Background: an optimization exercise with open tools, aiming at small area. Do not read the settings as production practice. RTL that was checked went through simulation tests only; none was proved equivalent to the original. Power and IR drop assume default switching activity.

==> inputs of trial 90 <==
==> flow/design.v (excerpt) <==
module ajq_top #(
    parameter N_RX = 16,
    parameter N_TX = 16
) (
    input  wire        clk,
    input  wire        rst,
    input  wire        drx_req_valid,
    input  wire [39:0] drx_req,
    output wire        drx_req_ready,
    output reg         drx_rsp_valid,
    output wire [33:0] drx_rsp,
    input  wire        dtx_req_valid,
    input  wire [39:0] dtx_req,
    output wire        dtx_req_ready,
    output reg         dtx_rsp_valid,
    output wire [33:0] dtx_rsp,
    input  wire        m_req_valid,
    input  wire [39:0] m_req,
    output wire        m_req_ready,
    output reg         m_rsp_valid,
    output wire [33:0] m_rsp,
    output wire        rxq_empty,
    output wire        rxq_full,
    output wire        txq_empty,
    output wire        txq_full,
    output wire        tx_irq_en,
    output wire [31:0] pkt
);
==> flow/config.mk <==
export PLATFORM = sky130hd
export DESIGN_NAME = ajq_top
export DESIGN_NICKNAME = ajq_top
export VERILOG_FILES = /design/flow/design.v
export SDC_FILE = /design/flow/constraint.sdc
export NUM_CORES = 4
export LEC_CHECK = 0
export CAP_MARGIN = 20
export CORE_MARGIN = 2
export CORE_UTILIZATION = 60
export CTS_BUF_LIST = sky130_fd_sc_hd__clkbuf_16
export CTS_CLUSTER_DIAMETER = 100
export CTS_CLUSTER_SIZE = 30
export PLACE_DENSITY = 0.75
export SLEW_MARGIN = 20
==> flow/constraint.sdc <==
create_clock -name core_clock -period 10.0 [get_ports {clk}]
set_input_delay 2.0000 -clock core_clock [delete_from_list [all_inputs] [get_ports {clk}]]
set_output_delay 2.0000 -clock core_clock [all_outputs]
set_load 0.01 [all_outputs]
standard.sh (not shown) runs the stock make flow with config.mk's settings and CLKGATE_MAP_FILE= SYNTH_SCRIPT=/design/flow/synth_recipe.tcl, a recipe that flattens the netlist after the stock synthesis.
==> flow/flow/run.sh <==
#!/bin/bash
# Layout: the standard flow (standard.sh) with two changes: the smallest
# buffer on each port, and one tie cell per constant value (no tie fanout
# repair).
set -euo pipefail
export BUFFER_PORTS_ARGS="-buffer_cell sky130_fd_sc_hd__buf_1"
export SKIP_REPAIR_TIE_FANOUT=1
bash standard.sh \
  "BUFFER_PORTS_ARGS=$BUFFER_PORTS_ARGS" \
  "SKIP_REPAIR_TIE_FANOUT=$SKIP_REPAIR_TIE_FANOUT" \
  finish > make_finish.log 2>&1
==> inputs of trial 19, as changes to trial 90 <==
--- a/flow/design.v
+++ b/flow/design.v
@@ -243,25 +243,26 @@
         end else if (m_encode) begin
             enc_busy_q <= txq_b_ok;
         end else if (enc_step) begin
             if (!txq_b_ok || enc_cnt_q == 2'd3)
                 enc_busy_q <= 1'b0;
         end
     end
+    wire [7:0] enc_x = enc_s_q[3] ^ m_b_q;
     always @(posedge clk) begin
         if (enc_busy_q) begin
             enc_cnt_q  <= enc_cnt_q + 2'd1;
             enc_s_q[1] <= enc_s_q[2];
-            enc_s_q[2] <= enc_s_q[3];
+            enc_s_q[3] <= enc_x;
         end else begin
             enc_cnt_q  <= 2'd0;
             enc_s_q[1] <= m_req[15:8];
-            enc_s_q[2] <= m_req[7:0];
+            enc_s_q[3] <= m_req[31:24];
         end
-        enc_s_q[3] <= m_req[31:24] ^ m_req[23:16] ^ m_req[15:8] ^ m_req[7:0];
+        enc_s_q[2] <= m_req[7:0];
     end
     always @(posedge clk) begin
         if (rst || m_tp_init)
             tx_irq_en_q <= 1'b0;
         else if ((m_try_send || m_encode || enc_step) && txq_b_ok)
             tx_irq_en_q <= 1'b1;
         else if (tx_event && !txq_a_ok)
@@ -276,31 +277,31 @@
     assign drx_rsp = {drx_err_q, drx_ok_q, 32'h0};
     reg       dtx_err_q, dtx_ok_q;
     reg [7:0] dtx_b_q;
     always @(posedge clk) begin
         dtx_rsp_valid <= dtx_acc;
         dtx_err_q     <= (dtx_op != OP_NOP) && !tx_event;
         dtx_ok_q      <= (dtx_op == OP_NOP) || (tx_event && txq_a_ok);
-        dtx_b_q       <= (dtx_op == OP_NOP) ? 8'h00 : txq_a_head;
+        dtx_b_q       <= tx_event ? txq_a_head : 8'h00;
     end
-    assign dtx_rsp = {dtx_err_q, dtx_ok_q, 24'h0, dtx_b_q & {8{~dtx_err_q}}};
+    assign dtx_rsp = {dtx_err_q, dtx_ok_q, 24'h0, dtx_b_q};
     reg       m_err_q, m_ok_q, m_pkt_q, m_pop_q;
     wire      m_reserved = (m_op > OP_ENCODE) || (m_op == OP_RX_EVENT) ||
                            (m_op == OP_TX_EVENT);
     always @(posedge clk) begin
         if (rst)
             m_rsp_valid <= 1'b0;
         else if (enc_busy_q)
             m_rsp_valid <= !txq_b_ok || (enc_cnt_q == 2'd3);
         else
             m_rsp_valid <= m_acc && !(m_encode && txq_b_ok);
         m_err_q <= !enc_busy_q && m_reserved;
         m_pkt_q <= feed_match;
         m_pop_q <= !enc_busy_q && ((m_op == OP_Q_POP) || (m_op == OP_TRY_RECV));
-        m_b_q   <= enc_busy_q ? enc_s_q[1] :
+        m_b_q   <= enc_busy_q ? ((enc_cnt_q == 2'd2) ? enc_x : enc_s_q[1]) :
                    (m_op == OP_ENCODE) ? m_req[23:16] :
                    (m_op == OP_Q_POP && m_q) ? txq_b_head : rxq_head;
         if (enc_busy_q)
             m_ok_q <= txq_b_ok;
         else case (m_op)
             OP_NOP, OP_TP_INIT, OP_FR_INIT, OP_Q_INIT:
                 m_ok_q <= 1'b1;
==> flow/flow/run.sh (replaced) <==
#!/bin/bash
# Layout: the standard flow (standard.sh) with three changes: the
# smallest buffer on each port, one tie cell per constant value (no tie
# fanout repair), and after floorplan each mux4_1 swapped for the smaller
# mux4_2 (flow/post_floorplan.tcl).
set -euo pipefail
here=$(pwd)
export BUFFER_PORTS_ARGS="-buffer_cell sky130_fd_sc_hd__buf_1"
export SKIP_REPAIR_TIE_FANOUT=1
export POST_FLOORPLAN_TCL="$here/flow/post_floorplan.tcl"
bash standard.sh \
  "BUFFER_PORTS_ARGS=$BUFFER_PORTS_ARGS" \
  "SKIP_REPAIR_TIE_FANOUT=$SKIP_REPAIR_TIE_FANOUT" \
  "POST_FLOORPLAN_TCL=$POST_FLOORPLAN_TCL" \
  finish > make_finish.log 2>&1
==> flow/flow/post_floorplan.tcl (new file) <==
# After floorplan: swap each 4:1 mux for the library's smaller-area variant
# of the same function (sky130_fd_sc_hd__mux4_2 is smaller than mux4_1).
set n 0
foreach inst [[ord::get_db_block] getInsts] {
  if {[[$inst getMaster] getName] eq "sky130_fd_sc_hd__mux4_1"} {
    replace_cell [$inst getName] sky130_fd_sc_hd__mux4_2
    incr n
  }
}
puts "post_floorplan: swapped $n mux4_1 for mux4_2"
==> inputs of trial 58, as changes to trial 90 <==
==> flow/flow/run.sh (replaced) <==
#!/bin/bash
# Layout: the standard flow (standard.sh), with the smallest buffer on each port,
# as the standard flow otherwise.
set -euo pipefail
export BUFFER_PORTS_ARGS="-buffer_cell sky130_fd_sc_hd__buf_1"
bash standard.sh \
  "BUFFER_PORTS_ARGS=$BUFFER_PORTS_ARGS" \
  finish > make_finish.log 2>&1
==> flow/config.mk (replaced) <==
export PLATFORM = sky130hd
export DESIGN_NAME = ajq_top
export DESIGN_NICKNAME = ajq_top
export VERILOG_FILES = /design/flow/design.v
export SDC_FILE = /design/flow/constraint.sdc
export NUM_CORES = 4
export LEC_CHECK = 0
export CAP_MARGIN = 20
export CORE_MARGIN = 2
export CORE_UTILIZATION = 40
export CTS_BUF_LIST = sky130_fd_sc_hd__clkbuf_16
export CTS_CLUSTER_DIAMETER = 100
export CTS_CLUSTER_SIZE = 30
export SLEW_MARGIN = 20
==> reports/results.md <==
| Result | Reported | Unit |
| --- | --- | --- |
| Net switching power of the design | 0.572 | mW |
| Min Hold Slack | 454 | ps |
| Status | complete, no violations | - |
| Critical path data required time | 10150 | ps |
| Cell count after synthesis | 1215 | - |
| Number of DRC markers after the initial detailed-route iteration | 1340 | - |
| Standard-cell rows | 63 | - |
| Clock network fraction of total power | 0.297 | - |
| Final-stage net count | 1424 | - |
| Critical Path End | rx_mem[1][3]$_DFFE_PP_ | - |
| Number of distinct library cells after synthesis | 80 | - |
| Most numerous cell types in the synthesized netlist | sky130_fd_sc_hd__edfxtp_1 (320), sky130_fd_sc_hd__nor2_1 (83), sky130_fd_sc_hd__dfxtp_1 (76), sky130_fd_sc_hd__buf_4 (72), sky130_fd_sc_hd__mux4_2 (58) | - |
That was trial 19.
==> reports/results.md <==
| Result | Reported | Unit |
| --- | --- | --- |
| Critical path data required time | 10200 | ps |
| Status | complete, no violations | - |
| Clock network fraction of total power | 0.321 | - |
| Min Hold Slack | 424 | ps |
| Cell count after synthesis | 1167 | - |
| Critical Path End | pkt_q[1]$_DFFE_PP_ | - |
| Number of distinct library cells after synthesis | 70 | - |
| Number of DRC markers after the initial detailed-route iteration | 737 | - |
| Final-stage net count | 1443 | - |
That was trial 58.
==> reports/results.md <==
| Result | Reported | Unit |
| --- | --- | --- |
| Status | complete, no violations | - |
| Number of DRC markers after the initial detailed-route iteration | 1174 | - |
| PnR worst setup slack | 5290 | ps |
| Critical path data required time | 10170 | ps |
| Final-stage net count | 1387 | - |
| Combinational-cell power consumption | 0.121 | mW |
| Clock network fraction of total power | 0.295 | - |
| Combined area of the multi-input logic cells | 5770 | sq um |
| Standard-cell rows | 62 | - |
| Hold Violations, Final | 0 | - |
| Number of distinct library cells after synthesis | 70 | - |
| Net switching power of the design | 0.569 | mW |
| Layout sequential cell count | 396 | - |
| Min Hold Slack | 424 | ps |
| Critical Path End | pkt_q[31]$_DFFE_PP_ | - |
| Most numerous cell types in the synthesized netlist | sky130_fd_sc_hd__edfxtp_1 (320), sky130_fd_sc_hd__dfxtp_1 (76), sky130_fd_sc_hd__buf_4 (66), sky130_fd_sc_hd__nor2_1 (66), sky130_fd_sc_hd__xnor2_1 (66) | - |
That was trial 90.
No functional check of the RTL was part of trial 19.

-- port drivers added, routing unchanged --
In the flow no input, the clock included, has a driving cell. The finished layouts below were timed again as built, in two steps. Step 1 assumes that a clkbuf_16 drives the clock port and a buf_2 every other input. Step 2 times the ports against the registers' clock, not the clock port: input delays grow and output delays shrink by t, the midpoint of the rising clock arrivals with the driver on. Slacks: no drivers / after step 1 / after step 2; pairs: no drivers / after step 1.
run	shift t [ns]	slack for setup (ns)	worst setup path after step 2
trial 90	0.557	5.290 / 5.319 / 4.762	input to register
trial 19	0.575	4.170 / 4.200 / 3.625	input to register
trial 58	0.589	5.184 / 5.217 / 4.628	input to register
After both steps setup and hold are still met in every run listed. The setup slack of trial 58, which loses most, moves by +0.033 ns with the drivers and by -0.556 ns with both steps.
